What follows belongs to an exercise in optimizing a design on an open flow for small area and few clock cycles; a production flow would make more cautious choices.
Only simulation tests tie the RTL to the original design; equivalence was not proved.
Power is estimated from default activity; no workload was simulated.

File: run.sh
#!/bin/bash
# synth_recipe.tcl (not shown) runs the flow's synth.tcl, then flattens the netlist and writes it again
# the make line also repeats each setting of config.mk as NAME=value (left out here)
make -C /OpenROAD-flow-scripts/flow DESIGN_CONFIG=/design/flow/config.mk WORK_HOME=/design/flow/orfs CLKGATE_MAP_FILE= SYNTH_SCRIPT=/design/flow/synth_recipe.tcl finish
File: config.mk
export PLATFORM = sky130hd
export DESIGN_NAME = ccbd
export DESIGN_NICKNAME = ccbd
export VERILOG_FILES = /design/flow/design.v
export SDC_FILE = /design/flow/constraint.sdc
export NUM_CORES = 4
export LEC_CHECK = 0
export CAP_MARGIN = 20
export CORE_MARGIN = 2
export CORE_UTILIZATION = 40
export SLEW_MARGIN = 20
File: constraint.sdc
create_clock -name core_clock -period 12.0 [get_ports {clk}]
set_input_delay 2.4000 -clock core_clock [delete_from_list [all_inputs] [get_ports {clk}]]
set_output_delay 2.4000 -clock core_clock [all_outputs]
set_load 0.01 [all_outputs]
File: design.v
module ccbd (
    input  wire        clk,
    input  wire        rst,         
    input  wire        restart,
    input  wire        in_valid,
    input  wire [7:0]  in_data,
    output wire        in_ready,
    input  wire        in_close,
    output reg         frm_valid,
    input  wire        frm_ack,
    output wire [31:0] frm_seq,
    output wire [31:0] frm_len,
    output wire [31:0] frm_wid,
    output wire [31:0] frm_hgt,
    input  wire [7:0]  fb_raddr,
    output wire [7:0]  fb_rdata,
    output reg         rpt_valid,
    output wire [2:0]  rpt_code,
    output wire [7:0]  rpt_byte,
    output wire [2:0]  st,
    output wire [3:0]  status,
    output wire [2:0]  last_err,
    output wire [7:0]  err_byte
);
    localparam [2:0] S_SEEK   = 3'd0,
                     S_HEADER = 3'd1,
                     S_BODY   = 3'd2,
                     S_CLOSED = 3'd4,
                     S_FAULT  = 3'd5;
    localparam [2:0] E_CCE = 3'd1,
                     E_TSE = 3'd2,
                     E_FSM = 3'd3,
                     E_MV  = 3'd5;
    reg  [2:0]  st_r;
    reg  [3:0]  hidx;
    reg  [31:0] len_r, wid_r, hgt_r;
    reg         ph;
    reg  [3:0]  hnib;
    reg  [7:0]  bcnt;
    reg  [7:0]  dcnt;
    reg  [31:0] seq;
    reg  [3:0]  status_r;
    reg  [2:0]  last_err_r;
    reg  [7:0]  err_byte_r;
    reg  [2047:0] ring;
    wire [7:0]  bcnt_rot = {bcnt[6:0], bcnt[7]};
    wire [7:0]  wpos     = dcnt - bcnt_rot;
    wire        wpos_ok  = (wpos[5:0] == 6'd0) || (wpos == 8'hFF);
    wire in_body  = (st_r == S_BODY);
    wire stall    = in_body && ph && !wpos_ok;
    assign in_ready = !st_r[2] && !frm_valid && !stall;
    wire take_byte  = in_valid && in_ready;
    wire take_close = in_close && !in_valid && in_ready;
    wire [31:0] hdr_hgt   = {in_data, hgt_r[23:0]};
    wire        len_fits  = (len_r[31:9] == 23'd0) && (!len_r[8] || (len_r[7:0] == 8'd0));
    wire        len_zero  = (len_r == 32'd0);
    wire        wh_zero   = (wid_r == 32'd0) || (hdr_hgt == 32'd0);
    wire        wh_small  = (wid_r[31:12] == 20'd0) && (hdr_hgt[31:12] == 20'd0);
    wire [23:0] prod      = wid_r[11:0] * hgt_r[11:0];
    wire        prod_eq   = (prod == {12'd0, len_r[8:0], 3'b000});
    wire        hdr_ok    = len_fits && (wh_small ? prod_eq : (len_zero && wh_zero));
    wire        tag_ok    = (in_data[3:0] == 4'hF);
    wire        body_last = ({1'b0, bcnt} + 9'd1 == len_r[8:0]);
    wire        body_wr   = take_byte && in_body && tag_ok && ph;
    wire        body_first = take_byte && in_body && tag_ok && !ph && (bcnt == 8'd0);
    wire [7:0]  wbyte     = {hnib, in_data[7:4]};
    integer i;
    always @(posedge clk) begin
        ring <= {ring[2039:0], ring[2047:2040]};
        if (body_wr) begin
            if (wpos == 8'd0)   ring[7:0]       <= wbyte;
            if (wpos == 8'd64)  ring[519:512]   <= wbyte;
            if (wpos == 8'd128) ring[1031:1024] <= wbyte;
            if (wpos == 8'd192) ring[1543:1536] <= wbyte;
            if (wpos == 8'd255) ring[2047:2040] <= wbyte;
        end
    end
    always @(posedge clk) begin
        if (rst || body_first)
            dcnt <= 8'd0;
        else
            dcnt <= dcnt + 8'd1;
    end
    always @(posedge clk) begin
        rpt_valid <= 1'b0;
        if (rst) begin
            st_r       <= S_SEEK;
            hidx       <= 4'd0;
            ph         <= 1'b0;
            bcnt       <= 8'd0;
            seq        <= 32'd0;
            status_r   <= 4'd0;
            last_err_r <= 3'd0;
            err_byte_r <= 8'd0;
            frm_valid  <= 1'b0;
        end else if (restart) begin
            st_r       <= S_SEEK;
            hidx       <= 4'd0;
            ph         <= 1'b0;
            bcnt       <= 8'd0;
            status_r   <= 4'd0;
            last_err_r <= 3'd0;
            err_byte_r <= 8'd0;
            frm_valid  <= 1'b0;
            if (frm_valid)
                seq <= seq + 32'd1;
        end else if (frm_valid) begin
            if (frm_ack) begin
                frm_valid <= 1'b0;
                seq       <= seq + 32'd1;
            end
        end else if (take_byte) begin
            case (st_r)
                S_SEEK: begin
                    if (in_data == 8'h00) begin
                        st_r <= S_HEADER;
                        hidx <= 4'd0;
                    end else begin
                        status_r[0] <= 1'b1;
                        last_err_r  <= E_MV;
                        err_byte_r  <= in_data;
                        rpt_valid   <= 1'b1;
                    end
                end
                S_HEADER: begin
                    case (hidx)
                        4'd0:  len_r[7:0]   <= in_data;
                        4'd1:  len_r[15:8]  <= in_data;
                        4'd2:  len_r[23:16] <= in_data;
                        4'd3:  len_r[31:24] <= in_data;
                        4'd4:  wid_r[7:0]   <= in_data;
                        4'd5:  wid_r[15:8]  <= in_data;
                        4'd6:  wid_r[23:16] <= in_data;
                        4'd7:  wid_r[31:24] <= in_data;
                        4'd8:  hgt_r[7:0]   <= in_data;
                        4'd9:  hgt_r[15:8]  <= in_data;
                        4'd10: hgt_r[23:16] <= in_data;
                        default: hgt_r[31:24] <= in_data;
                    endcase
                    if (hidx == 4'd11) begin
                        hidx <= 4'd0;
                        if (hdr_ok) begin
                            bcnt <= 8'd0;
                            ph   <= 1'b0;
                            if (len_zero) begin
                                frm_valid <= 1'b1;
                                st_r      <= S_SEEK;
                            end else begin
                                st_r <= S_BODY;
                            end
                        end else begin
                            status_r[1] <= 1'b1;
                            last_err_r  <= E_FSM;
                            err_byte_r  <= 8'd0;
                            rpt_valid   <= 1'b1;
                            st_r        <= S_SEEK;
                        end
                    end else begin
                        hidx <= hidx + 4'd1;
                    end
                end
                S_BODY: begin
                    if (!tag_ok) begin
                        status_r[2] <= 1'b1;
                        last_err_r  <= E_CCE;
                        err_byte_r  <= in_data;
                        rpt_valid   <= 1'b1;
                        st_r        <= S_FAULT;
                    end else if (!ph) begin
                        hnib <= in_data[7:4];
                        ph   <= 1'b1;
                    end else begin
                        bcnt <= bcnt + 8'd1;
                        ph   <= 1'b0;
                        if (body_last) begin
                            frm_valid <= 1'b1;
                            st_r      <= S_SEEK;
                        end
                    end
                end
                default: ;
            endcase
        end else if (take_close) begin
            if (st_r == S_SEEK) begin
                st_r <= S_CLOSED;
            end else begin
                status_r[3] <= 1'b1;
                last_err_r  <= E_TSE;
                err_byte_r  <= 8'd0;
                rpt_valid   <= 1'b1;
                st_r        <= S_FAULT;
            end
        end
    end
    wire [7:0] rpos = dcnt + ~{fb_raddr[6:0], fb_raddr[7]};
    assign fb_rdata = ring[rpos*8 +: 8];
    assign frm_seq  = seq;
    assign frm_len  = len_r;
    assign frm_wid  = wid_r;
    assign frm_hgt  = hgt_r;
    assign rpt_code = last_err_r;
    assign rpt_byte = err_byte_r;
    assign st       = st_r;
    assign status   = status_r;
    assign last_err = last_err_r;
    assign err_byte = err_byte_r;
endmodule
==> results of run 1 <==
==> sequential cells by signal, indices dropped and copies added (netlist names), 4 cells and up <==
register and count:
hidx 4, wid_r 32, ring 2048, hnib 4, hgt_r 32, status_r 4, bcnt 8, dcnt 8
len_r 32, seq 32, err_byte_r 8
==> worst max-delay path, stage by stage <==
cell and delay, ps:
sky130_fd_sc_hd__clkdlybuf4s50_1 400, sky130_fd_sc_hd__inv_1 160, sky130_fd_sc_hd__ha_4 170, sky130_fd_sc_hd__inv_1 60, sky130_fd_sc_hd__fa_4 1280, sky130_fd_sc_hd__buf_4 520, sky130_fd_sc_hd__mux4_2 550, sky130_fd_sc_hd__mux4_2 470
sky130_fd_sc_hd__mux4_2 470, sky130_fd_sc_hd__a211oi_1 420, sky130_fd_sc_hd__a21oi_1 250, sky130_fd_sc_hd__clkdlybuf4s50_1 580
==> metrics by stage <==
step / power (mW) / hold WS, ps / instances / setup WS [ps] / utilization [%]
finish: 14.85 / 301.8 / 6971 / 1831 / 47.02
detailed placement: 8.434 / 330.9 / 6593 / 1692 / 42.97
floorplan: 8.178 / 325.9 / 4227 / 3608 / -
global placement: 8.436 / 326.8 / 6593 / 1646 / 42.96
global route: 15.39 / 300.2 / 6971 / 1637 / 47.02
CTS: 15.06 / 298.8 / 6970 / 1688 / 47.02
==> power by group <==
group / internal, mW / total [mW] / switching [mW]
logic: 0.332 / 0.807 / 0.475
clock network: 3.86 / 6.61 / 2.75
registers: 7.43 / 7.43 / 0.00460
total: 11.6 / 14.8 / 3.23
==> area by class of cell <==
type	instances	area share (%)
well taps	2325	3.556
repair buffers	253	3.114
flip-flops and latches	2221	55.57
clock buffers	283	7.148
inverters	138	0.6331
diodes	1	0.003059
clock inverters	94	1.454
multi-input cells	1656	28.52
==> final timing paths <==
check,from,endpoint,cells past startpoint
worst max-delay path,fb_raddr[7],fb_rdata[1],12
worst min-delay path,ring[726]$_DFF_P_,ring[734]$_DFF_P_,0
worst max register to register,hgt_r[3]$_DFFE_PP_,err_byte_r[4]$_SDFFE_PN0P_,18
worst min register to register,ring[726]$_DFF_P_,ring[734]$_DFF_P_,0
==> logic make-up (layout without fill, tap and decap cells) <==
kind of cell | Yosys count | after routing
AO/OA/AOI/OAI | 185 | 185
other | 0 | 1
flip-flops | 2221 | 2221
AND/OR/NAND/NOR | 480 | 480
buffers and inverters | 350 | 768
multiplexers | 732 | 732
adder cells (fa/ha/maj) | 186 | 186
XOR/XNOR | 73 | 73
==> per-layer routing <==
layer	up-vias	wire length (um)	global-route usage (%)
met4	0	3059	4.524
met5	-	0	0
li1	15950	-	-
met2	765	60080	23.11
met1	17890	64600	21.95
met3	203	6139	2.970
==> placed cells by master, fill, tap and decap left out, types with 6 or more instances in the layout <==
cell type,n
sky130_fd_sc_hd__clkinv_2,51
sky130_fd_sc_hd__mux4_2,672
sky130_fd_sc_hd__or3_1,9
sky130_fd_sc_hd__nand3_1,33
sky130_fd_sc_hd__nor4_1,34
sky130_fd_sc_hd__edfxtp_1,100
sky130_fd_sc_hd__a211oi_1,12
sky130_fd_sc_hd__buf_12,14
sky130_fd_sc_hd__xnor2_1,31
sky130_fd_sc_hd__nand2_1,139
sky130_fd_sc_hd__mux2i_1,19
sky130_fd_sc_hd__o21ai_0,31
sky130_fd_sc_hd__nand4_1,18
sky130_fd_sc_hd__clkinvlp_4,6
sky130_fd_sc_hd__clkdlybuf4s50_1,189
sky130_fd_sc_hd__a21oi_1,56
sky130_fd_sc_hd__nor2_1,79
sky130_fd_sc_hd__buf_4,50
sky130_fd_sc_hd__a311oi_1,7
sky130_fd_sc_hd__fa_1,101
sky130_fd_sc_hd__xor2_1,36
sky130_fd_sc_hd__and3_1,17
sky130_fd_sc_hd__clkbuf_16,208
sky130_fd_sc_hd__nor2b_1,15
sky130_fd_sc_hd__dfxtp_1,2121
sky130_fd_sc_hd__bufinv_16,20
sky130_fd_sc_hd__clkinv_16,6
sky130_fd_sc_hd__a31oi_1,8
sky130_fd_sc_hd__clkbuf_8,36
sky130_fd_sc_hd__and2_1,93
sky130_fd_sc_hd__ha_1,83
sky130_fd_sc_hd__clkbuf_1,38
sky130_fd_sc_hd__mux2_2,41
sky130_fd_sc_hd__nor3_1,18
sky130_fd_sc_hd__a21o_1,10
sky130_fd_sc_hd__o21a_1,9
sky130_fd_sc_hd__inv_1,138
==> impl_summary.log, run 1 <==
[metrics] Max H-tree Level: 4
[metrics] first-pass GRT wire length: 213.3 mm
[metrics] Post-Synthesis Cells: 4227
[metrics] Max Fclk: 0.09834 GHz
[metrics] GRT overflow: 0
[metrics] source-to-sink clock delay at the later pin of the worst-skew pair: 810 ps
[metrics] I/O pin cnt: 190
[metrics] Final Instance Area: 81810 sq um
[metrics] clock slew seen by the registers of the worst setup and hold paths: 60 ps
[metrics] portion of netlist area occupied by mux cells: 22.53%
[metrics] Yosys warning total: 1
[metrics] top cells by area in the synthesized netlist: sky130_fd_sc_hd__dfxtp_1 61%, sky130_fd_sc_hd__mux4_2 22%, sky130_fd_sc_hd__edfxtp_1 4.3%
[metrics] starting utilization of the core area: 40.27%
[metrics] number of enable-type register cells in the synthesized netlist: 100
[metrics] Final Hold Fails: 0
[metrics] synthesized-area fraction occupied by ao, oa, aoi and oai cells: 1.798%
[metrics] Leak: 30.70 nW
[metrics] Buffers on Ports: 189
[metrics] Total Negative Setup Slacks: 0 ps
[metrics] largest family of logic cells by synthesized area: multiplexers
[metrics] type of element launching the critical path: primary input
[metrics] maximum capacitance violations: 0
[metrics] Setup crit end kind: output pin
[metrics] synthesized-area fraction occupied by xor and xnor cells: 0.9123%
[metrics] outcome: no timing/DRC/antenna violations
[metrics] average wire per cell in the routed design: 19.20 um
[metrics] Worst Skew: 50.49 ps
[metrics] kind of critical path: primary input to output pin
[metrics] net count after synthesis: 4435
[metrics] arrival time worst endpoint: 7770 ps
[metrics] clock sink count: 2221
[metrics] maximum fanout count along the critical path: 30
[metrics] core area: 174000 sq um
[metrics] number of nets with antenna violations after routing: 0
[metrics] Cell Area, Synth: 70080 sq um
[metrics] DR DRC count: 0
[metrics] count of final max-slew check failures: 0
[metrics] via count of the first global-routing pass: 36480
[metrics] P&R area growth vs syn: 16.75%
[metrics] mean instance size in the synthesized netlist: 16.58 sq um
[metrics] router iterations before antenna repair: 5
[metrics] worst ir drop on vdd: 0.0001422 V
[metrics] vias after detailed routing: 34810
[metrics] global router's overall resource usage: 15.17%
[metrics] Setup Fix Bufs, Post-CTS: 0
[metrics] worst max-slew margin expressed relative to the limit: 27.29%
[metrics] share of flip-flops with an asynchronous set or reset: 0%
[metrics] Die X: 422.6 um
[metrics] most instantiated cells after synthesis: 2121 x sky130_fd_sc_hd__dfxtp_1, 672 x sky130_fd_sc_hd__mux4_2, 139 x sky130_fd_sc_hd__nand2_1
[metrics] largest net degree at the start of global routing: 83
[metrics] initial drt markers: 1932
[metrics] filler cell count: 14850
[metrics] share of the yosys chip area belonging to registers: 64.87%
[metrics] sequential standard cell area: 45460 sq um
[metrics] unrepaired setup endpoints after global routing: no
[metrics] root cell of the clock tree: sky130_fd_sc_hd__clkbuf_16
[metrics] synthesized-area fraction occupied by and/or/nand/nor cells: 3.512%
[metrics] multi-input logic area: 23340 sq um
[metrics] r2r setup slk: 4580 ps
[metrics] # setup viols final: 0
[metrics] clock tree from TritonCTS: done
[metrics] share of post-route cells with drive strength above 1: 24.48%
[metrics] cell taking the most area after synthesis: sky130_fd_sc_hd__dfxtp_1
[metrics] HP Class: flop to flop
[metrics] placed cell area: 74770 sq um
[metrics] Post-layout nets: 4682
[metrics] share of synthesized cell area in full adder, half adder and majority cells: 4.413%
[metrics] proportion of netlist area held by the largest area contributor: 60.59%
[metrics] detailed placement HPWL: 83.09 mm
[metrics] fin crit share: 84.74%
[metrics] cells resized by post-CTS repair: 0
[metrics] clock tree buffer depth: 3
[metrics] final period demand of the worst path: 10170 ps
[metrics] pin slew with the least headroom to its limit: 1090 ps
[metrics] total number of placement rows: 153
[metrics] total wirelength of the detailed-routed design: 133.9 mm
[metrics] total die area: 178600 sq um
[metrics] post-synthesis cell type count: 72
[metrics] final weighted congestion in routability-driven placement: 0.8031
[metrics] CP Data Required Time: 9600 ps
[metrics] most frequent cell after synthesis: sky130_fd_sc_hd__dfxtp_1
[metrics] flip-flop and latch count after synthesis: 2221
[metrics] power density over the cells: 181.5 nW/um^2
[metrics] flip-flop cell with the highest count after synthesis: sky130_fd_sc_hd__dfxtp_1
[metrics] Avg Vias per Cell: 4.993
[metrics] Vert. Die Dim: 422.6 um
[metrics] hold-fix buffer count after cts: 0
[metrics] initial antenna violation count: 5
[metrics] TritonCTS Buffers: 204
Testbench counts, summed over its fixed seeds: cycles 38,806.
==> run 2, diff against run 1 <==
--- a/design.v
+++ b/design.v
@@ -57,6 +57,10 @@
     wire        wh_zero   = (wid_r == 32'd0) || (hdr_hgt == 32'd0);
     wire        wh_small  = (wid_r[31:12] == 20'd0) && (hdr_hgt[31:12] == 20'd0);
-    wire [23:0] prod      = wid_r[11:0] * hgt_r[11:0];
-    wire        prod_eq   = (prod == {12'd0, len_r[8:0], 3'b000});
+    wire        wid_lt64  = (wid_r[11:6] == 6'd0);
+    wire        hgt_lt64  = (hgt_r[11:6] == 6'd0);
+    wire [11:0] mul_a     = wid_lt64 ? hgt_r[11:0] : wid_r[11:0];
+    wire [5:0]  mul_b     = wid_lt64 ? wid_r[5:0]  : hgt_r[5:0];
+    wire [17:0] prod      = mul_a * mul_b;
+    wire        prod_eq   = (wid_lt64 || hgt_lt64) && (prod == {6'd0, len_r[8:0], 3'b000});
     wire        hdr_ok    = len_fits && (wh_small ? prod_eq : (len_zero && wh_zero));
     wire        tag_ok    = (in_data[3:0] == 4'hF);
@@ -194,5 +198,20 @@
     end
     wire [7:0] rpos = dcnt + ~{fb_raddr[6:0], fb_raddr[7]};
-    assign fb_rdata = ring[rpos*8 +: 8];
+    wire [15:0] rsel_lo = 16'd1 << rpos[3:0];
+    wire [15:0] rsel_hi = 16'd1 << rpos[7:4];
+    genvar gb, gg, gj;
+    generate
+        for (gb = 0; gb < 8; gb = gb + 1) begin : g_rbit
+            wire [15:0] row;
+            for (gg = 0; gg < 16; gg = gg + 1) begin : g_row
+                wire [15:0] d;
+                for (gj = 0; gj < 16; gj = gj + 1) begin : g_col
+                    assign d[gj] = ring[(gg*16+gj)*8 + gb];
+                end
+                ccbd_ao16 u_row (.d(d), .s(rsel_lo), .y(row[gg]));
+            end
+            ccbd_ao16 u_col (.d(row), .s(rsel_hi), .y(fb_rdata[gb]));
+        end
+    endgenerate
     assign frm_seq  = seq;
     assign frm_len  = len_r;
@@ -206,2 +225,36 @@
     assign err_byte = err_byte_r;
 endmodule
+module ccbd_ao16 (
+    input  wire [15:0] d,
+    input  wire [15:0] s,
+    output wire        y
+);
+    wire [5:0] n;
+    ccbd_aoi222 u0 (.a(d[2:0]),   .b(s[2:0]),   .y(n[0]));
+    ccbd_aoi222 u1 (.a(d[5:3]),   .b(s[5:3]),   .y(n[1]));
+    ccbd_aoi222 u2 (.a(d[8:6]),   .b(s[8:6]),   .y(n[2]));
+    ccbd_aoi222 u3 (.a(d[11:9]),  .b(s[11:9]),  .y(n[3]));
+    ccbd_aoi222 u4 (.a(d[14:12]), .b(s[14:12]), .y(n[4]));
+    ccbd_nand2  u5 (.a(d[15]),    .b(s[15]),    .y(n[5]));
+    ccbd_nand6  u6 (.a(n), .y(y));
+endmodule
+module ccbd_aoi222 (
+    input  wire [2:0] a,
+    input  wire [2:0] b,
+    output wire       y
+);
+    assign y = ~((a[0] & b[0]) | (a[1] & b[1]) | (a[2] & b[2]));
+endmodule
+module ccbd_nand2 (
+    input  wire a,
+    input  wire b,
+    output wire y
+);
+    assign y = ~(a & b);
+endmodule
+module ccbd_nand6 (
+    input  wire [5:0] a,
+    output wire       y
+);
+    assign y = ~(&a);
+endmodule
--- a/config.mk
+++ b/config.mk
@@ -8,4 +8,8 @@
 export CAP_MARGIN = 20
 export CORE_MARGIN = 2
-export CORE_UTILIZATION = 40
+export CORE_UTILIZATION = 30
+export CTS_BUF_LIST = sky130_fd_sc_hd__clkbuf_8
+export CTS_CLUSTER_DIAMETER = 50
+export CTS_CLUSTER_SIZE = 16
 export SLEW_MARGIN = 20
+export SYNTH_HIERARCHICAL = 1
==> impl_summary.log, run 2 <==
[metrics] average wire per cell in the routed design: 22.54 um
[metrics] Cell Int Power: 8.929 mW
[metrics] Final Hold Fails: 0
[metrics] Setup Fix Bufs, Post-CTS: 0
[metrics] fin crit share: 84.42%
[metrics] Die X: 455.7 um
[metrics] starting utilization of the core area: 30.22%
[metrics] final period demand of the worst path: 10130 ps
[metrics] Avg Vias per Cell: 5.290
[metrics] worst max-slew margin expressed relative to the limit: 23.15%
[metrics] Psw: 2.741 mW
[metrics] most common cell after layout, fill and taps aside: sky130_fd_sc_hd__dfxtp_1
[metrics] cells resized by post-CTS repair: 0
[metrics] net count after synthesis: 4382
[metrics] Leak: 24.70 nW
[metrics] P&R area growth vs syn: 14.43%
[metrics] number of enable-type register cells in the synthesized netlist: 100
[metrics] detailed placement HPWL: 97.63 mm
[metrics] clock tree from TritonCTS: done
[metrics] I/O pin cnt: 190
[metrics] source-to-sink clock delay at the later pin of the worst-skew pair: 930 ps
[metrics] critical register-to-register path startpoint: wid_r[6]$_DFFE_PP_
[metrics] r2r setup slk: 4720 ps
[metrics] Max H-tree Level: 4
[metrics] core area: 202500 sq um
[metrics] met3 wire length: 13.56 mm
[metrics] Total Negative Setup Slacks: 0 ps
[metrics] Vert. Die Dim: 455.7 um
[metrics] initial drt markers: 6100
[metrics] most instantiated cells after synthesis: 2121 x sky130_fd_sc_hd__dfxtp_1, 680 x sky130_fd_sc_hd__a222oi_1, 262 x sky130_fd_sc_hd__nand2_1
[metrics] arrival time worst endpoint: 7730 ps
[metrics] cell-by-cell trace of the critical path: clkdlybuf4s50_1 > inv_1 > ha_1 > inv_1 > fa_1 > nand2b_1 > nor2_4 > buf_4 > a222oi_1 > and4_1 > nand3_1 > a222oi_1 > and4_1 > nand3_1 > clkdlybuf4s50_1
[metrics] total wirelength of the detailed-routed design: 166.4 mm
[metrics] proportion of netlist area held by the largest area contributor: 69.38%
[metrics] vias after detailed routing: 39040
[metrics] initial antenna violation count: 5
[metrics] Yosys warning total: 7
[metrics] number of nets with antenna violations after routing: 0
[metrics] # setup viols final: 0
[metrics] clock tree buffer depth: 3
[metrics] depth of the worst hold-timing path: 0
[metrics] worst ir drop on vdd: 0.0001260 V
[metrics] share of the yosys chip area belonging to registers: 74.29%
[metrics] amount of wire on met2 after detailed routing: 74.94 mm
[metrics] total number of placement rows: 165
[metrics] mean instance size in the synthesized netlist: 14.34 sq um
[metrics] cell class contributing the biggest share of worst-path delay: simple AND/OR/NAND/NOR gates
[metrics] clock share of power: 32.2%
[metrics] power density over the cells: 166.6 nW/um^2
[metrics] most frequent cell after synthesis: sky130_fd_sc_hd__dfxtp_1
[metrics] DR DRC count: 0
[metrics] pin slew with the least headroom to its limit: 1153 ps
[metrics] via count of the first global-routing pass: 39160
[metrics] TritonCTS Buffers: 167
[metrics] Worst Reg2Reg Path Length in Cells: 18
[metrics] HP Class: flop to flop
[metrics] share of flip-flops with an asynchronous set or reset: 0%
[metrics] CP Data Required Time: 9600 ps
[metrics] kind of critical path: primary input to output pin
[metrics] router iterations before antenna repair: 9
[metrics] number of standard cells in the final layout excluding fillers: 7381
[metrics] flip-flop cell with the highest count after synthesis: sky130_fd_sc_hd__dfxtp_1
[metrics] Setup crit end kind: output pin
[metrics] highest-count cells in the layout ignoring fill and taps: 2121 x sky130_fd_sc_hd__dfxtp_1, 680 x sky130_fd_sc_hd__a222oi_1, 262 x sky130_fd_sc_hd__nand2_1
[metrics] routed length on met1: 74.24 mm
[metrics] final core utilization: 34.58%
[metrics] cell taking the most area after synthesis: sky130_fd_sc_hd__dfxtp_1
[metrics] Comb pwr share: 4.2%
[metrics] top cells by area in the synthesized netlist: sky130_fd_sc_hd__dfxtp_1 69%, sky130_fd_sc_hd__a222oi_1 11%, sky130_fd_sc_hd__edfxtp_1 4.9%
[metrics] maximum capacitance violations: 0
[metrics] Sw Ratio: 23.48%
[metrics] global router's overall resource usage: 15.51%
[metrics] hold-fix buffer count after cts: 0
[metrics] register with the highest flop count: ring
[metrics] R2R Path End: last_err_r[0]$_SDFFE_PN0P_
[metrics] root cell of the clock tree: sky130_fd_sc_hd__clkbuf_8
[metrics] final weighted congestion in routability-driven placement: 0.8500
[metrics] unrepaired setup endpoints after global routing: no
[metrics] cell total after placement: 7164
[metrics] first-pass GRT wire length: 251.3 mm
[metrics] Buffers on Ports: 189
[metrics] GRT overflow: 0
[metrics] Slowest cell on crit path: sky130_fd_sc_hd__a222oi_1
[metrics] longest individual stage delay on the worst path: 850 ps
[metrics] Crit path buffers/inverters: 5
[metrics] clock sink count: 2221
[metrics] outcome: no timing/DRC/antenna violations
[metrics] cell depth of the worst setup path: 15
[metrics] top layer used by detailed routing: met4
[metrics] post-synthesis cell type count: 73
[metrics] Max Fclk: 0.09872 GHz
[metrics] Worst Skew: 57.75 ps
[metrics] count of final max-slew check failures: 0
[metrics] maximum fanout count along the critical path: 19
[metrics] filler cell count: 19560
[metrics] flip-flop and latch count after synthesis: 2221
[metrics] Cell Area, Synth: 61200 sq um
[metrics] endpoint of the worst hold path: ring[740]$_DFF_P_
[metrics] max reg flops: 2048
[metrics] largest net degree at the start of global routing: 77
[metrics] type of element launching the critical path: primary input
[metrics] share of post-route cells with drive strength above 1: 8.248%
[metrics] clock slew seen by the registers of the worst setup and hold paths: 100 ps
[metrics] total die area: 207600 sq um
[metrics] Post-Synthesis Cells: 4269
[metrics] proportion of power drawn by flip-flops and latches: 63.6%
[metrics] power consumption: 11.67 mW
[metrics] beginning of the worst hold path: ring[732]$_DFF_P_
[metrics] Post-layout nets: 4774
[run 2: kinds of logic (layout without fill, tap and decap cells)]
| family | Yosys count | count (layout) | synth area share (%) |
|---|---|---|---|
| fa+ha+maj | 91 | 91 | 2.388 |
| other cells | 0 | 5 | 0 |
| flops | 2221 | 2221 | 74.29 |
| mux | 64 | 64 | 1.129 |
| buf+inv | 107 | 542 | 0.7380 |
| compound gates | 823 | 823 | 12.64 |
| xor+xnor | 80 | 80 | 1.145 |
| simple gates | 883 | 883 | 7.673 |
[run 2: modules after synthesis, one instance, submodules excluded, excerpt]
module | cells inside | flip-flops and latches | cell area, sq um
ccbd | 3181 | 2221 | 52010
ccbd_nand6 | 2 | 0 | 13.76
ccbd_aoi222 | 1 | 0 | 10.01
ccbd_nand2 | 1 | 0 | 3.754
[run 2: worst max-delay path by stage]
stage,to,from,slack (ps)
floorplan,fb_rdata[0],fb_raddr[7],1140
global placement,fb_rdata[3],fb_raddr[0],1680
detailed placement,fb_rdata[3],fb_raddr[7],1920
CTS,fb_rdata[3],fb_raddr[7],1900
global route,fb_rdata[0],fb_raddr[7],1740
finish,fb_rdata[3],fb_raddr[7],1870
[run 2: final cells by class]
class	count	area (sq um)	share of cell area, %
Timing Repair Buffer	258	2650	3.784
Clock inverter	37	417.9	0.5967
Inverter	72	270.3	0.3859
Sequential cell	2221	45460	64.92
Multi-Input combinational cell	1941	15460	22.08
Antenna cell	5	12.51	0.01787
Tap cell	2672	3343	4.774
Clock buffer	175	2409	3.439
[run 2: metrics by stage]
step	area (sq um)	setup slack (ps)	hold WS, ps
after CTS	70010	1897	307.5
after global routing	70020	1738	293.9
final	70030	1870	306.8
after global placement	67150	1676	331.7
after floorplan	61220	1137	330.5
after detailed placement	67190	1920	335.1
[run 2: metal layers]
layer / global-route usage (%) / vias up
li1: - / 17440
met1: 21.63 / 19640
met2: 24.44 / 1744
met3: 2.914 / 228
met4: 4.456 / 0
met5: 0 / -
[run 2: power by group through the flow]
stage	sequential, mW	clock [mW]	combinational, mW
after detailed placement	7.60	0	0.482
after global routing	7.43	4.12	0.500
after floorplan	7.59	0	0.183
final	7.42	3.76	0.491
after CTS	7.42	3.84	0.483
after global placement	7.60	0	0.479
Testbench counts of run 2, summed over its fixed seeds: cycles 38,806.
==> run 3, diff against run 2 <==
==> flow/run.sh (new file) <==
#!/bin/bash
set -euo pipefail
export BUFFER_PORTS_ARGS="-buffer_cell sky130_fd_sc_hd__buf_1"
export CTS_ARGS="-sink_clustering_enable -repair_clock_nets -dont_use_dummy_load -buf_list sky130_fd_sc_hd__clkbuf_8 -sink_clustering_size 16 -sink_clustering_max_diameter 50"
bash standard.sh finish > standard_flow.log 2>&1
==> standard.sh (new file) <==
#!/bin/bash
# synth_recipe.tcl (not shown) runs the flow's synth.tcl, then flattens the netlist and writes it again
# the make line also repeats each setting of config.mk as NAME=value (left out here)
make -C /OpenROAD-flow-scripts/flow DESIGN_CONFIG=/design/flow/config.mk WORK_HOME=/design/flow/orfs CLKGATE_MAP_FILE= SYNTH_SCRIPT=/design/flow/synth_recipe.tcl "${@:-finish}"
removed: run.sh
==> impl_summary.log, run 3 <==
[metrics] register with the highest flop count: ring
[metrics] outcome: no timing/DRC/antenna violations
[metrics] router iterations before antenna repair: 8
[metrics] via count of the first global-routing pass: 39020
[metrics] DR DRC count: 0
[metrics] Max H-tree Level: 4
[metrics] count of final max-slew check failures: 0
[metrics] P&R area growth vs syn: 11.53%
[metrics] starting utilization of the core area: 30.22%
[metrics] average wire per cell in the routed design: 22.42 um
[metrics] pin slew with the least headroom to its limit: 1288 ps
[metrics] Post-Synthesis Cells: 4269
[metrics] proportion of netlist area held by the largest area contributor: 69.38%
[metrics] share of flip-flops with an asynchronous set or reset: 0%
[metrics] cell total after placement: 7165
[metrics] arrival time worst endpoint: 7020 ps
[metrics] flip-flop and latch count after synthesis: 2221
[metrics] Max Fclk: 0.1062 GHz
[metrics] final period demand of the worst path: 9420 ps
[metrics] Final Hold Fails: 0
[metrics] core area: 202500 sq um
[metrics] most common cell after layout, fill and taps aside: sky130_fd_sc_hd__dfxtp_1
[metrics] global routing's busiest layer: met2
[metrics] HP Class: flop to flop
[metrics] Vert. Die Dim: 455.7 um
[metrics] post-synthesis cell type count: 73
[metrics] cells resized by post-CTS repair: 0
[metrics] GR Util met2: 23.75%
[metrics] # setup viols final: 0
[metrics] top cells by area in the synthesized netlist: sky130_fd_sc_hd__dfxtp_1 69%, sky130_fd_sc_hd__a222oi_1 11%, sky130_fd_sc_hd__edfxtp_1 4.9%
[metrics] root cell of the clock tree: sky130_fd_sc_hd__clkbuf_8
[metrics] beginning of the worst hold path: ring[1388]$_DFF_P_
[metrics] GRT met1 Usage: 21.38%
[metrics] Avg Vias per Cell: 5.302
[metrics] number of nets with antenna violations after routing: 0
[metrics] final weighted congestion in routability-driven placement: 0.8317
[metrics] power density over the cells: 166.0 nW/um^2
[metrics] cell taking the most area after synthesis: sky130_fd_sc_hd__dfxtp_1
[metrics] Setup Fix Bufs, Post-CTS: 0
[metrics] Worst Skew: 118.4 ps
[metrics] unrepaired setup endpoints after global routing: no
[metrics] vias after detailed routing: 38910
[metrics] initial antenna violation count: 7
[metrics] maximum capacitance violations: 0
[metrics] Post-layout nets: 4778
[metrics] total number of placement rows: 165
[metrics] clock tree from TritonCTS: done
[metrics] largest net degree at the start of global routing: 105
[metrics] R2R Path End: err_byte_r[7]$_SDFFE_PN0P_
[metrics] most frequent cell after synthesis: sky130_fd_sc_hd__dfxtp_1
[metrics] GRT overflow: 0
[metrics] Yosys warning total: 7
[metrics] r2r setup slk: 4640 ps
[metrics] total wirelength of the detailed-routed design: 164.5 mm
[metrics] worst max-slew margin expressed relative to the limit: 13.79%
[metrics] Die X: 455.7 um
[metrics] total die area: 207600 sq um
[metrics] max reg flops: 2048
[metrics] filler cell count: 19530
[metrics] Setup crit end kind: output pin
[metrics] source-to-sink clock delay at the later pin of the worst-skew pair: 900 ps
[metrics] worst ir drop on vdd: 0.0001131 V
[metrics] share of post-route cells with drive strength above 1: 7.420%
[metrics] clock slew seen by the registers of the worst setup and hold paths: 80 ps
[metrics] hold-fix buffer count after cts: 0
[metrics] kind of critical path: primary input to output pin
[metrics] Cell Area, Synth: 61200 sq um
[metrics] highest-count cells in the layout ignoring fill and taps: 2121 x sky130_fd_sc_hd__dfxtp_1, 680 x sky130_fd_sc_hd__a222oi_1, 262 x sky130_fd_sc_hd__nand2_1
[metrics] TritonCTS Buffers: 169
[metrics] Buffers on Ports: 189
[metrics] type of element launching the critical path: primary input
[metrics] detailed placement HPWL: 96.36 mm
[metrics] critical register-to-register path startpoint: wid_r[7]$_DFFE_PP_
[metrics] flip-flop cell with the highest count after synthesis: sky130_fd_sc_hd__dfxtp_1
[metrics] GR met3 Demand/Resource: 2.917%
[metrics] number of enable-type register cells in the synthesized netlist: 100
[metrics] number of standard cells in the final layout excluding fillers: 7338
[metrics] clock tree buffer depth: 3
[metrics] depth of the worst hold-timing path: 0
[metrics] clock sink count: 2221
[metrics] endpoint of the worst hold path: ring[1396]$_DFF_P_
[metrics] I/O pin cnt: 190
[metrics] most instantiated cells after synthesis: 2121 x sky130_fd_sc_hd__dfxtp_1, 680 x sky130_fd_sc_hd__a222oi_1, 262 x sky130_fd_sc_hd__nand2_1
[metrics] fin crit share: 78.50%
[metrics] share of the yosys chip area belonging to registers: 74.29%
[metrics] net count after synthesis: 4382
[metrics] maximum fanout count along the critical path: 104
[metrics] CP Data Required Time: 9600 ps
[metrics] first-pass GRT wire length: 248.0 mm
[metrics] mean instance size in the synthesized netlist: 14.34 sq um
[metrics] Leak: 23.97 nW
[metrics] Worst Reg2Reg Path Length in Cells: 18
[metrics] Total Negative Setup Slacks: 0 ps
[metrics] initial drt markers: 6145
[metrics] global router's overall resource usage: 15.30%
==> run 3: critical path, stage by stage <==
cell                       delay (ps)
sky130_fd_sc_hd__buf_1            120
sky130_fd_sc_hd__inv_1             80
sky130_fd_sc_hd__ha_1             180
sky130_fd_sc_hd__inv_1             60
sky130_fd_sc_hd__fa_1             810
sky130_fd_sc_hd__nand2b_1         430
sky130_fd_sc_hd__nor2_4            90
sky130_fd_sc_hd__buf_12           280
sky130_fd_sc_hd__a222oi_1         370
sky130_fd_sc_hd__and4_1           230
sky130_fd_sc_hd__nand3_1           90
sky130_fd_sc_hd__a222oi_1         860
sky130_fd_sc_hd__and4_1           490
sky130_fd_sc_hd__nand3_1          200
sky130_fd_sc_hd__buf_1            190
==> run 3: per-stage QoR <==
| stage | total power, mW | hold slack [ps] | cell area, sq um | utilization, % | setup slack, ps |
|---|---|---|---|---|---|
| floorplan | 7.776 | 330.5 | 61220 | - | 1137 |
| CTS | 11.41 | 228.0 | 68240 | 33.69 | 2589 |
| global route | 11.71 | 214.2 | 68260 | 33.70 | 2410 |
| finish | 11.33 | 221.2 | 68260 | 33.70 | 2580 |
| global placement | 8.051 | 331.2 | 65910 | 32.55 | 2544 |
| detailed placement | 8.053 | 334.5 | 65910 | 32.55 | 2607 |
==> run 3: worst max path at each step <==
stage / slack (ps) / cells past startpoint / end / from
2_1_floorplan: 1140 / 12 / fb_rdata[0] / fb_raddr[7]
3_3_place_gp: 2540 / 16 / fb_rdata[1] / fb_raddr[0]
5_1_grt: 2410 / 15 / fb_rdata[1] / fb_raddr[7]
3_5_place_dp: 2610 / 15 / fb_rdata[3] / fb_raddr[7]
6_report: 2580 / 15 / fb_rdata[1] / fb_raddr[7]
4_1_cts: 2590 / 15 / fb_rdata[3] / fb_raddr[7]
==> run 3: final cells by class <==
class | count | area [sq um] | area share (%)
tap | 2672 | 3343 | 4.898
antenna | 3 | 7.507 | 0.01100
clock buffer | 169 | 2326 | 3.408
sequential | 2221 | 45460 | 66.60
timing repair buffer | 260 | 1409 | 2.064
inverter | 72 | 270.3 | 0.3959
multi-input combinational | 1941 | 15440 | 22.62
==> run 3: where the power goes <==
| group | switching [mW] | internal (mW) |
|---|---|---|
| combinational | 0.394 | 0.0718 |
| clock | 2.18 | 1.26 |
| sequential | 0.00517 | 7.42 |
| total | 2.58 | 8.75 |
==> run 3: logic make-up after synthesis <==
group	after synthesis	synth area share [%]
DFF	2221	74.29
AOI/OAI and AO/OA	823	12.64
buffers and inverters	107	0.7380
and+or+nand+nor	883	7.673
muxes	64	1.129
xor gates and xnor gates	80	1.145
adders and majority gates	91	2.388
==> run 3: metal layers <==
metal	wire length [um]	part of all wire (%)
met2	72800	44
met5	0	0
met3	13610	8.3
met4	4462	2.7
met1	73650	45
==> run 3: modules after synthesis, one instance, submodules excluded, excerpt <==
| module | flops+latches | copies in the design | cells inside |
|---|---|---|---|
| ccbd | 2221 | 1 | 3181 |
| ccbd_nand2 | 0 | 136 | 1 |
| ccbd_nand6 | 0 | 136 | 2 |
| ccbd_aoi222 | 0 | 680 | 1 |
==> run 4, diff against run 3 <==
--- a/design.v
+++ b/design.v
@@ -57,11 +57,26 @@
     wire        wh_zero   = (wid_r == 32'd0) || (hdr_hgt == 32'd0);
     wire        wh_small  = (wid_r[31:12] == 20'd0) && (hdr_hgt[31:12] == 20'd0);
-    wire        wid_lt64  = (wid_r[11:6] == 6'd0);
-    wire        hgt_lt64  = (hgt_r[11:6] == 6'd0);
-    wire [11:0] mul_a     = wid_lt64 ? hgt_r[11:0] : wid_r[11:0];
-    wire [5:0]  mul_b     = wid_lt64 ? wid_r[5:0]  : hgt_r[5:0];
-    wire [17:0] prod      = mul_a * mul_b;
-    wire        prod_eq   = (wid_lt64 || hgt_lt64) && (prod == {6'd0, len_r[8:0], 3'b000});
+    reg  [12:0] macc;
+    reg         mbad;
+    reg  [2:0]  mul_h, mul_t;
+    always @* begin
+        case (hidx[1:0])
+            2'd0:    begin mul_h = in_data[2:0];  mul_t = 3'd0;        end
+            2'd1:    begin mul_h = hgt_r[5:3];    mul_t = len_r[2:0];  end
+            2'd2:    begin mul_h = hgt_r[8:6];    mul_t = len_r[5:3];  end
+            default: begin mul_h = hgt_r[11:9];   mul_t = len_r[8:6];  end
+        endcase
+    end
+    wire [15:0] mul_s     = ((hidx[1:0] == 2'd0) ? 16'd0 : {3'd0, macc})
+                            + wid_r[11:0] * mul_h;
+    wire        mul_bad   = (mul_s[2:0] != mul_t) || ((hidx[1:0] != 2'd0) && mbad);
+    wire        prod_eq   = !mul_bad && (mul_s[15:3] == 13'd0);
     wire        hdr_ok    = len_fits && (wh_small ? prod_eq : (len_zero && wh_zero));
+    always @(posedge clk) begin
+        if (take_byte && (st_r == S_HEADER)) begin
+            macc <= mul_s[15:3];
+            mbad <= mul_bad;
+        end
+    end
     wire        tag_ok    = (in_data[3:0] == 4'hF);
     wire        body_last = ({1'b0, bcnt} + 9'd1 == len_r[8:0]);
@@ -198,18 +213,18 @@
     end
     wire [7:0] rpos = dcnt + ~{fb_raddr[6:0], fb_raddr[7]};
-    wire [15:0] rsel_lo = 16'd1 << rpos[3:0];
-    wire [15:0] rsel_hi = 16'd1 << rpos[7:4];
+    wire [31:0] rsel_lo = 32'd1 << rpos[4:0];
+    wire [7:0]  rsel_hi = 8'd1 << rpos[7:5];
     genvar gb, gg, gj;
     generate
         for (gb = 0; gb < 8; gb = gb + 1) begin : g_rbit
-            wire [15:0] row;
-            for (gg = 0; gg < 16; gg = gg + 1) begin : g_row
-                wire [15:0] d;
-                for (gj = 0; gj < 16; gj = gj + 1) begin : g_col
-                    assign d[gj] = ring[(gg*16+gj)*8 + gb];
-                end
-                ccbd_ao16 u_row (.d(d), .s(rsel_lo), .y(row[gg]));
+            wire [7:0] row;
+            for (gg = 0; gg < 8; gg = gg + 1) begin : g_row
+                wire [31:0] d;
+                for (gj = 0; gj < 32; gj = gj + 1) begin : g_col
+                    assign d[gj] = ring[(gg*32+gj)*8 + gb];
+                end
+                ccbd_ao32 u_row (.d(d), .s(rsel_lo), .y(row[gg]));
             end
-            ccbd_ao16 u_col (.d(row), .s(rsel_hi), .y(fb_rdata[gb]));
+            ccbd_ao8 u_col (.d(row), .s(rsel_hi), .y(fb_rdata[gb]));
         end
     endgenerate
@@ -225,17 +240,31 @@
     assign err_byte = err_byte_r;
 endmodule
-module ccbd_ao16 (
-    input  wire [15:0] d,
-    input  wire [15:0] s,
+module ccbd_ao32 (
+    input  wire [31:0] d,
+    input  wire [31:0] s,
     output wire        y
 );
-    wire [5:0] n;
-    ccbd_aoi222 u0 (.a(d[2:0]),   .b(s[2:0]),   .y(n[0]));
-    ccbd_aoi222 u1 (.a(d[5:3]),   .b(s[5:3]),   .y(n[1]));
-    ccbd_aoi222 u2 (.a(d[8:6]),   .b(s[8:6]),   .y(n[2]));
-    ccbd_aoi222 u3 (.a(d[11:9]),  .b(s[11:9]),  .y(n[3]));
-    ccbd_aoi222 u4 (.a(d[14:12]), .b(s[14:12]), .y(n[4]));
-    ccbd_nand2  u5 (.a(d[15]),    .b(s[15]),    .y(n[5]));
-    ccbd_nand6  u6 (.a(n), .y(y));
+    wire [11:0] n;
+    genvar k;
+    generate
+        for (k = 0; k < 10; k = k + 1) begin : g_aoi
+            ccbd_aoi222 u (.a(d[3*k+2:3*k]), .b(s[3*k+2:3*k]), .y(n[k]));
+        end
+    endgenerate
+    ccbd_nand2  u10 (.a(d[30]), .b(s[30]), .y(n[10]));
+    ccbd_nand2  u11 (.a(d[31]), .b(s[31]), .y(n[11]));
+    ccbd_nand12 u12 (.a(n), .y(y));
+endmodule
+module ccbd_ao8 (
+    input  wire [7:0] d,
+    input  wire [7:0] s,
+    output wire       y
+);
+    wire [3:0] n;
+    ccbd_aoi222 u0 (.a(d[2:0]), .b(s[2:0]), .y(n[0]));
+    ccbd_aoi222 u1 (.a(d[5:3]), .b(s[5:3]), .y(n[1]));
+    ccbd_nand2  u2 (.a(d[6]), .b(s[6]), .y(n[2]));
+    ccbd_nand2  u3 (.a(d[7]), .b(s[7]), .y(n[3]));
+    ccbd_nand4  u4 (.a(n), .y(y));
 endmodule
 module ccbd_aoi222 (
@@ -253,8 +282,14 @@
     assign y = ~(a & b);
 endmodule
-module ccbd_nand6 (
-    input  wire [5:0] a,
+module ccbd_nand4 (
+    input  wire [3:0] a,
     output wire       y
 );
     assign y = ~(&a);
 endmodule
+module ccbd_nand12 (
+    input  wire [11:0] a,
+    output wire        y
+);
+    assign y = ~(&a);
+endmodule
==> impl_summary.log, run 4 <==
[metrics] clock tree from TritonCTS: done
[metrics] outcome: no timing/DRC/antenna violations
[metrics] proportion of power drawn by flip-flops and latches: 65.5%
[metrics] Sw Ratio: 22.59%
[metrics] number of enable-type register cells in the synthesized netlist: 114
[metrics] CP Data Required Time: 9600 ps
[metrics] top cells by area in the synthesized netlist: sky130_fd_sc_hd__dfxtp_1 70%, sky130_fd_sc_hd__a222oi_1 11%, sky130_fd_sc_hd__edfxtp_1 5.7%
[metrics] Cell Int Power: 8.841 mW
[metrics] Buffers on Ports: 189
[metrics] clock sink count: 2235
[metrics] placed cell area: 65330 sq um
[metrics] post-synthesis cell type count: 74
[metrics] maximum capacitance violations: 0
[metrics] register with the highest flop count: ring
[metrics] power density over the cells: 168.6 nW/um^2
[metrics] hold-fix buffer count after cts: 0
[metrics] largest net degree at the start of global routing: 62
[metrics] type of element launching the critical path: primary input
[metrics] Max Fclk: 0.1003 GHz
[metrics] flip-flop and latch count after synthesis: 2235
[metrics] global router's overall resource usage: 16.41%
[metrics] pin slew with the least headroom to its limit: 1134 ps
[metrics] via count of the first global-routing pass: 37970
[metrics] total die area: 205100 sq um
[metrics] first-pass GRT wire length: 254.9 mm
[metrics] Final Hold Fails: 0
[metrics] GRT overflow: 0
[metrics] most instantiated cells after synthesis: 2121 x sky130_fd_sc_hd__dfxtp_1, 659 x sky130_fd_sc_hd__a222oi_1, 235 x sky130_fd_sc_hd__nand2_1
[metrics] Post-layout nets: 4669
[metrics] Yosys warning total: 7
[metrics] vias after detailed routing: 39030
[metrics] average wire per cell in the routed design: 24.13 um
[metrics] Final Instance Area: 67740 sq um
[metrics] final period demand of the worst path: 9970 ps
[metrics] flip-flop cell with the highest count after synthesis: sky130_fd_sc_hd__dfxtp_1
[metrics] Leak: 24.24 nW
[metrics] count of final max-slew check failures: 0
[metrics] detailed placement HPWL: 102.3 mm
[metrics] Max H-tree Level: 4
[metrics] Psw: 2.580 mW
[metrics] core area: 200100 sq um
[metrics] clock slew seen by the registers of the worst setup and hold paths: 100 ps
[metrics] share of flip-flops with an asynchronous set or reset: 0%
[metrics] Worst Skew: 103.6 ps
[metrics] max reg flops: 2048
[metrics] Comb pwr share: 3.7%
[metrics] Avg Vias per Cell: 5.389
[metrics] Die X: 452.9 um
[metrics] mean instance size in the synthesized netlist: 14.48 sq um
[metrics] highest-count cells in the layout ignoring fill and taps: 2121 x sky130_fd_sc_hd__dfxtp_1, 659 x sky130_fd_sc_hd__a222oi_1, 235 x sky130_fd_sc_hd__nand2_1
[metrics] total number of placement rows: 164
[metrics] # setup viols final: 0
[metrics] worst max-slew margin expressed relative to the limit: 24.39%
[metrics] Setup crit end kind: output pin
[metrics] cell taking the most area after synthesis: sky130_fd_sc_hd__dfxtp_1
[metrics] clock share of power: 30.8%
[metrics] maximum fanout count along the critical path: 29
[metrics] kind of critical path: primary input to output pin
[metrics] power consumption: 11.42 mW
[metrics] initial drt markers: 6578
[metrics] fin crit share: 83.09%
[metrics] initial antenna violation count: 8
[metrics] total wirelength of the detailed-routed design: 174.8 mm
[metrics] share of post-route cells with drive strength above 1: 7.749%
[metrics] root cell of the clock tree: sky130_fd_sc_hd__clkbuf_8
[metrics] unrepaired setup endpoints after global routing: no
[metrics] router iterations before antenna repair: 11
[metrics] Setup Fix Bufs, Post-CTS: 0
[metrics] worst ir drop on vdd: 0.0001276 V
[metrics] net count after synthesis: 4262
[metrics] Cell Area, Synth: 60450 sq um
[metrics] number of nets with antenna violations after routing: 0
[metrics] TritonCTS Buffers: 173
[metrics] HP Class: flop to flop
[metrics] share of the yosys chip area belonging to registers: 75.90%
[metrics] starting utilization of the core area: 30.22%
[metrics] cells resized by post-CTS repair: 0
[metrics] clock tree buffer depth: 3
[metrics] most frequent cell after synthesis: sky130_fd_sc_hd__dfxtp_1
[metrics] number of standard cells in the final layout excluding fillers: 7243
[metrics] I/O pin cnt: 190
[metrics] source-to-sink clock delay at the later pin of the worst-skew pair: 950 ps
[metrics] Post-Synthesis Cells: 4176
[metrics] cell total after placement: 7063
[metrics] P&R area growth vs syn: 12.05%
[metrics] DR DRC count: 0
[metrics] Total Negative Setup Slacks: 0 ps
[metrics] most common cell after layout, fill and taps aside: sky130_fd_sc_hd__dfxtp_1
[metrics] final weighted congestion in routability-driven placement: 0.8246
[metrics] Vert. Die Dim: 452.9 um
[metrics] arrival time worst endpoint: 7570 ps
[metrics] proportion of netlist area held by the largest area contributor: 70.24%
-- run 4: layer usage --
metal	vias to the layer above	GRT usage, %	routed length, um
met4	0	6.130	5280
met3	317	3.273	16290
li1	17190	-	-
met1	19500	22.49	75360
met2	2020	25.47	77840
met5	-	0	0
-- run 4: cell type report --
type                       instances  area, sq um
clock buffer                     173         2381
timing repair buffer             275         1500
antenna                            6        15.01
sequential                      2235        45880
fill                           19390       132300
tap                             2656         3323
multi-input combinational       1829        14370
inverter                          69        259.0
-- run 4: worst paths after layout --
path,slack (ps),to,cells after the start,startpoint
max,2030,fb_rdata[6],18,fb_raddr[7]
min,270,ring[1627]$_DFF_P_,0,ring[1619]$_DFF_P_
max reg2reg,5030,status_r[1]$_SDFFE_PN0P_,18,hidx[0]$_SDFFE_PN0P_
min reg2reg,270,ring[1627]$_DFF_P_,0,ring[1619]$_DFF_P_
-- run 4: worst max-delay path, stage by stage --
cell and delay (ps):
sky130_fd_sc_hd__buf_1 80, sky130_fd_sc_hd__inv_1 70, sky130_fd_sc_hd__ha_1 180, sky130_fd_sc_hd__inv_1 60, sky130_fd_sc_hd__fa_1 420, sky130_fd_sc_hd__inv_1 80, sky130_fd_sc_hd__a21oi_1 70, sky130_fd_sc_hd__o21bai_1 220
sky130_fd_sc_hd__xnor2_1 300, sky130_fd_sc_hd__or3_1 460, sky130_fd_sc_hd__nor2_4 260, sky130_fd_sc_hd__buf_4 450, sky130_fd_sc_hd__a222oi_1 420, sky130_fd_sc_hd__nand4_1 170, sky130_fd_sc_hd__or3_1 390, sky130_fd_sc_hd__a222oi_1 890
sky130_fd_sc_hd__nand4_1 390, sky130_fd_sc_hd__buf_1 230
-- run 4: modules after synthesis (local to each module, per instance), excerpt --
| module | area (sq um) | copies in the design | flops+latches | cells |
|---|---|---|---|---|
| ccbd | 51700 | 1 | 2235 | 3112 |
| ccbd_aoi222 | 10.01 | 656 | 0 | 1 |
| ccbd_nand12 | 25.02 | 64 | 0 | 4 |
| ccbd_nand2 | 3.754 | 144 | 0 | 1 |
| ccbd_nand4 | 6.256 | 8 | 0 | 1 |
-- run 4: through the flow --
| stage | worst slack (ps) | hold WS [ps] | util (%) |
|---|---|---|---|
| after floorplan | 2895 | 330.5 | - |
| after global placement | 1858 | 332.1 | 32.65 |
| after detailed placement | 1966 | 334.5 | 32.65 |
| after CTS | 1948 | 276.1 | 33.84 |
| after global routing | 1681 | 262.6 | 33.85 |
| final | 2030 | 270.7 | 33.86 |
-- run 4: power by group through the flow --
stage,clock [mW],combinational (mW),sequential (mW)
2_1_floorplan,0,0.173,7.65
5_1_grt,3.86,0.438,7.48
3_3_place_gp,0,0.414,7.65
4_1_cts,3.59,0.418,7.48
3_5_place_dp,0,0.417,7.65
6_report,3.51,0.426,7.48
-- run 4: kinds of logic (layout without fill, tap and decap cells) --
logic type	after synthesis	count (layout)	share of synthesized area [%]
DFF	2235	2235	75.90
and+or+nand+nor	837	837	7.159
AOI/OAI and AO/OA	810	810	12.63
buffers and inverters	112	517	0.8072
xor gates and xnor gates	72	72	1.043
adders and majority gates	64	64	1.623
muxes	46	46	0.8444
other	0	6	0
Testbench counts of run 4, summed over its fixed seeds: cycles 38,806.
==> run 5, diff against run 4 <==
==> flow/run.sh (replaced) <==
#!/bin/bash
set -euo pipefail
export BUFFER_PORTS_ARGS="-buffer_cell sky130_fd_sc_hd__buf_1"
export CTS_ARGS="-sink_clustering_enable -repair_clock_nets -dont_use_dummy_load -buf_list sky130_fd_sc_hd__clkbuf_8 -sink_clustering_size 18 -sink_clustering_max_diameter 50"
bash standard.sh finish > standard_flow.log 2>&1
==> config.mk (replaced) <==
export PLATFORM = sky130hd
export DESIGN_NAME = ccbd
export DESIGN_NICKNAME = ccbd
export VERILOG_FILES = /design/flow/design.v
export SDC_FILE = /design/flow/constraint.sdc
export NUM_CORES = 4
export LEC_CHECK = 0
export CAP_MARGIN = 5
export CORE_MARGIN = 2
export CORE_UTILIZATION = 30
export SLEW_MARGIN = 5
export SYNTH_HIERARCHICAL = 1
==> impl_summary.log, run 5 <==
[metrics] outcome: no timing/DRC/antenna violations
[metrics] GRT overflow: 0
[metrics] final period demand of the worst path: 10050 ps
[metrics] I/O pin cnt: 190
[metrics] largest net degree at the start of global routing: 62
[metrics] register with the highest flop count: ring
[metrics] beginning of the worst hold path: ring[1055]$_DFF_P_
[metrics] cell total after placement: 7063
[metrics] clock tree buffer depth: 3
[metrics] worst ir drop on vdd: 0.0001240 V
[metrics] detailed placement HPWL: 102.1 mm
[metrics] hold-fix buffer count after cts: 0
[metrics] final weighted congestion in routability-driven placement: 0.8246
[metrics] CP Data Required Time: 9600 ps
[metrics] maximum capacitance violations: 0
[metrics] final core utilization: 33.73%
[metrics] total die area: 205100 sq um
[metrics] placed cell area: 65310 sq um
[metrics] DR DRC count: 0
[metrics] HP Class: flop to flop
[metrics] Leak: 24.12 nW
[metrics] Total Negative Setup Slacks: 0 ps
[metrics] pin slew with the least headroom to its limit: 1170 ps
[metrics] Cell Int Power: 8.730 mW
[metrics] core area: 200100 sq um
[metrics] starting utilization of the core area: 30.22%
[metrics] vias after detailed routing: 38770
[metrics] initial antenna violation count: 5
[metrics] share of post-route cells with drive strength above 1: 7.406%
[metrics] proportion of power drawn by flip-flops and latches: 66.4%
[metrics] Die X: 452.9 um
[metrics] share of the yosys chip area belonging to registers: 75.90%
[metrics] initial drt markers: 6283
[metrics] type of element launching the critical path: primary input
[metrics] clock share of power: 29.9%
[metrics] most instantiated cells after synthesis: 2121 x sky130_fd_sc_hd__dfxtp_1, 659 x sky130_fd_sc_hd__a222oi_1, 235 x sky130_fd_sc_hd__nand2_1
[metrics] Post-layout nets: 4652
[metrics] number of enable-type register cells in the synthesized netlist: 114
[metrics] most common cell after layout, fill and taps aside: sky130_fd_sc_hd__dfxtp_1
[metrics] first-pass GRT wire length: 254.9 mm
[metrics] cell taking the most area after synthesis: sky130_fd_sc_hd__dfxtp_1
[metrics] critical register-to-register path startpoint: hidx[0]$_SDFFE_PN0P_
[metrics] cell class contributing the biggest share of worst-path delay: simple AND/OR/NAND/NOR gates
[metrics] clock sink count: 2235
[metrics] Cell Area, Synth: 60450 sq um
[metrics] TritonCTS Buffers: 157
[metrics] power density over the cells: 167.1 nW/um^2
[metrics] cell seen most often among critical-path stages: sky130_fd_sc_hd__inv_1
[metrics] kind of critical path: primary input to output pin
[metrics] Psw: 2.543 mW
[metrics] source-to-sink clock delay at the later pin of the worst-skew pair: 920 ps
[metrics] count of final max-slew check failures: 0
[metrics] r2r setup slk: 4970 ps
[metrics] post-synthesis cell type count: 74
[metrics] flip-flop and latch count after synthesis: 2235
[metrics] Max Fclk: 0.09946 GHz
[metrics] cells resized by post-CTS repair: 0
[metrics] number of nets with antenna violations after routing: 0
[metrics] max reg flops: 2048
[metrics] net count after synthesis: 4262
[metrics] total number of placement rows: 164
[metrics] Yosys warning total: 7
[metrics] longest individual stage delay on the worst path: 900 ps
[metrics] cell-by-cell trace of the critical path: buf_1 > inv_1 > ha_1 > inv_1 > fa_1 > inv_1 > a21oi_1 > o21bai_1 > xnor2_1 > or3_1 > nor2_4 > buf_4 > a222oi_1 > nand4_1 > or3_1 > a222oi_1 > nand4_1 > buf_1
[metrics] maximum fanout count along the critical path: 29
[metrics] # setup viols final: 0
[metrics] mean instance size in the synthesized netlist: 14.48 sq um
[metrics] Comb pwr share: 3.8%
[metrics] average wire per cell in the routed design: 24.16 um
[metrics] total wirelength of the detailed-routed design: 174.5 mm
[metrics] P&R area growth vs syn: 11.62%
[metrics] Buffers on Ports: 189
[metrics] Avg Vias per Cell: 5.368
[metrics] via count of the first global-routing pass: 37900
[metrics] Setup Fix Bufs, Post-CTS: 0
[metrics] Sw Ratio: 22.56%
[metrics] Max H-tree Level: 4
[metrics] most frequent cell after synthesis: sky130_fd_sc_hd__dfxtp_1
[metrics] Setup crit end kind: output pin
[metrics] proportion of netlist area held by the largest area contributor: 70.24%
[metrics] share of flip-flops with an asynchronous set or reset: 0%
[metrics] top cells by area in the synthesized netlist: sky130_fd_sc_hd__dfxtp_1 70%, sky130_fd_sc_hd__a222oi_1 11%, sky130_fd_sc_hd__edfxtp_1 5.7%
[metrics] number of standard cells in the final layout excluding fillers: 7222
[metrics] source of the critical timing path: fb_raddr[7]
[metrics] Vert. Die Dim: 452.9 um
[metrics] arrival time worst endpoint: 7650 ps
[metrics] Final Hold Fails: 0
[metrics] root cell of the clock tree: sky130_fd_sc_hd__clkbuf_8
[metrics] highest-count cells in the layout ignoring fill and taps: 2121 x sky130_fd_sc_hd__dfxtp_1, 659 x sky130_fd_sc_hd__a222oi_1, 235 x sky130_fd_sc_hd__nand2_1
[metrics] global router's overall resource usage: 16.39%
[metrics] Post-Synthesis Cells: 4176
[metrics] clock tree from TritonCTS: done
[metrics] worst max-slew margin expressed relative to the limit: 21.97%
[metrics] router iterations before antenna repair: 10
[metrics] Crit path buffers/inverters: 6
[metrics] unrepaired setup endpoints after global routing: no
[metrics] Worst Skew: 99.96 ps
[metrics] Final Instance Area: 67480 sq um
[metrics] flip-flop cell with the highest count after synthesis: sky130_fd_sc_hd__dfxtp_1
[metrics] Slowest cell on crit path: sky130_fd_sc_hd__a222oi_1
[metrics] fin crit share: 83.78%
[metrics] clock slew seen by the registers of the worst setup and hold paths: 100 ps
run 5: power by group through the flow:
stage / clock network [mW] / logic (mW) / registers (mW)
6_report: 3.37 / 0.426 / 7.48
5_1_grt: 3.70 / 0.437 / 7.48
4_1_cts: 3.44 / 0.417 / 7.48
3_5_place_dp: 0 / 0.417 / 7.65
3_3_place_gp: 0 / 0.414 / 7.65
2_1_floorplan: 0 / 0.173 / 7.65
run 5: cell families (layout without fill, tap and decap cells):
logic type                 Yosys count  count (layout)  share of synthesized area [%]
adders and majority gates           64              64                          1.623
muxes                               46              46                         0.8444
buffers and inverters              112             500                         0.8072
xor gates and xnor gates            72              72                          1.043
other                                0               2                              0
DFF                               2235            2235                          75.90
and+or+nand+nor                    837             837                          7.159
AOI/OAI and AO/OA                  810             810                          12.63
run 5: path summary, 6_finish.rpt:
check / endpoint / cells past startpoint
worst max-delay path: fb_rdata[6] / 18
worst max register to register: rpt_valid$_SDFF_PP0_ / 18
worst min register to register: ring[1063]$_DFF_P_ / 0
worst min-delay path: ring[1063]$_DFF_P_ / 0
run 5: metrics by stage:
step	worst slack (ps)	hold WS, ps	total power [mW]
5_1_grt	1815	254.6	11.62
6_report	1946	269.5	11.27
3_3_place_gp	1858	332.1	8.067
2_1_floorplan	2895	330.5	7.825
3_5_place_dp	1940	334.5	8.069
4_1_cts	1953	241.4	11.34
run 5: layout make-up:
class	instances	area, sq um
Clock buffer	157	2161
Fill cell	19390	132600
Inverter	69	259.0
Sequential cell	2235	45880
Timing Repair Buffer	274	1486
Multi-Input combinational cell	1829	14360
Tap cell	2656	3323
Antenna cell	2	5.005
run 5: per-layer routing:
metal,up-vias,GRT usage [%],wire (um)
met5,-,0,0
met1,19410,22.72,75820
met2,1931,25.91,78030
met4,0,5.052,4977
li1,17120,-,-
met3,298,2.902,15650
run 5: per-module statistics from Yosys (local to each module, per instance), excerpt:
module	flops+latches	times used	cell area (sq um)	cells inside
ccbd_nand2	0	144	3.754	1
ccbd_nand4	0	8	6.256	1
ccbd_aoi222	0	656	10.01	1
ccbd	2235	1	51700	3112
ccbd_nand12	0	64	25.02	4

re-timing with driven ports:
How much do the figures lean on ideal ports? The routed layouts below were timed once more, with nothing changed but the port constraints.
Step 1 assumes that a clkbuf_16 drives the clock port and a buf_2 every other input.
Step 2 moves the port delays by t, midway between the first and last clock arrival at a register: inputs arrive t later, outputs are due t later. That takes back most of the time a late clock gives input paths.
Slacks: no drivers / after step 1 / after step 2; pairs: no drivers / after step 1.
run | shift t [ns] | slack for setup (ns) | worst register clock-pin slew, ns
run 1 | 0.867 | 1.831 / 1.811 / 1.811 | 0.07 / 0.07
run 2 | 0.983 | 1.870 / 1.844 / 1.844 | 0.10 / 0.10
run 3 | 0.927 | 2.580 / 2.557 / 2.557 | 0.10 / 0.10
run 4 | 0.972 | 2.030 / 2.007 / 2.007 | 0.10 / 0.10
run 5 | 0.951 | 1.946 / 1.924 / 1.924 | 0.11 / 0.11
After both steps setup and hold are still met in every run listed. The setup slack of run 2, which loses most, moves by -0.026 ns with the drivers and by -0.026 ns with both steps.
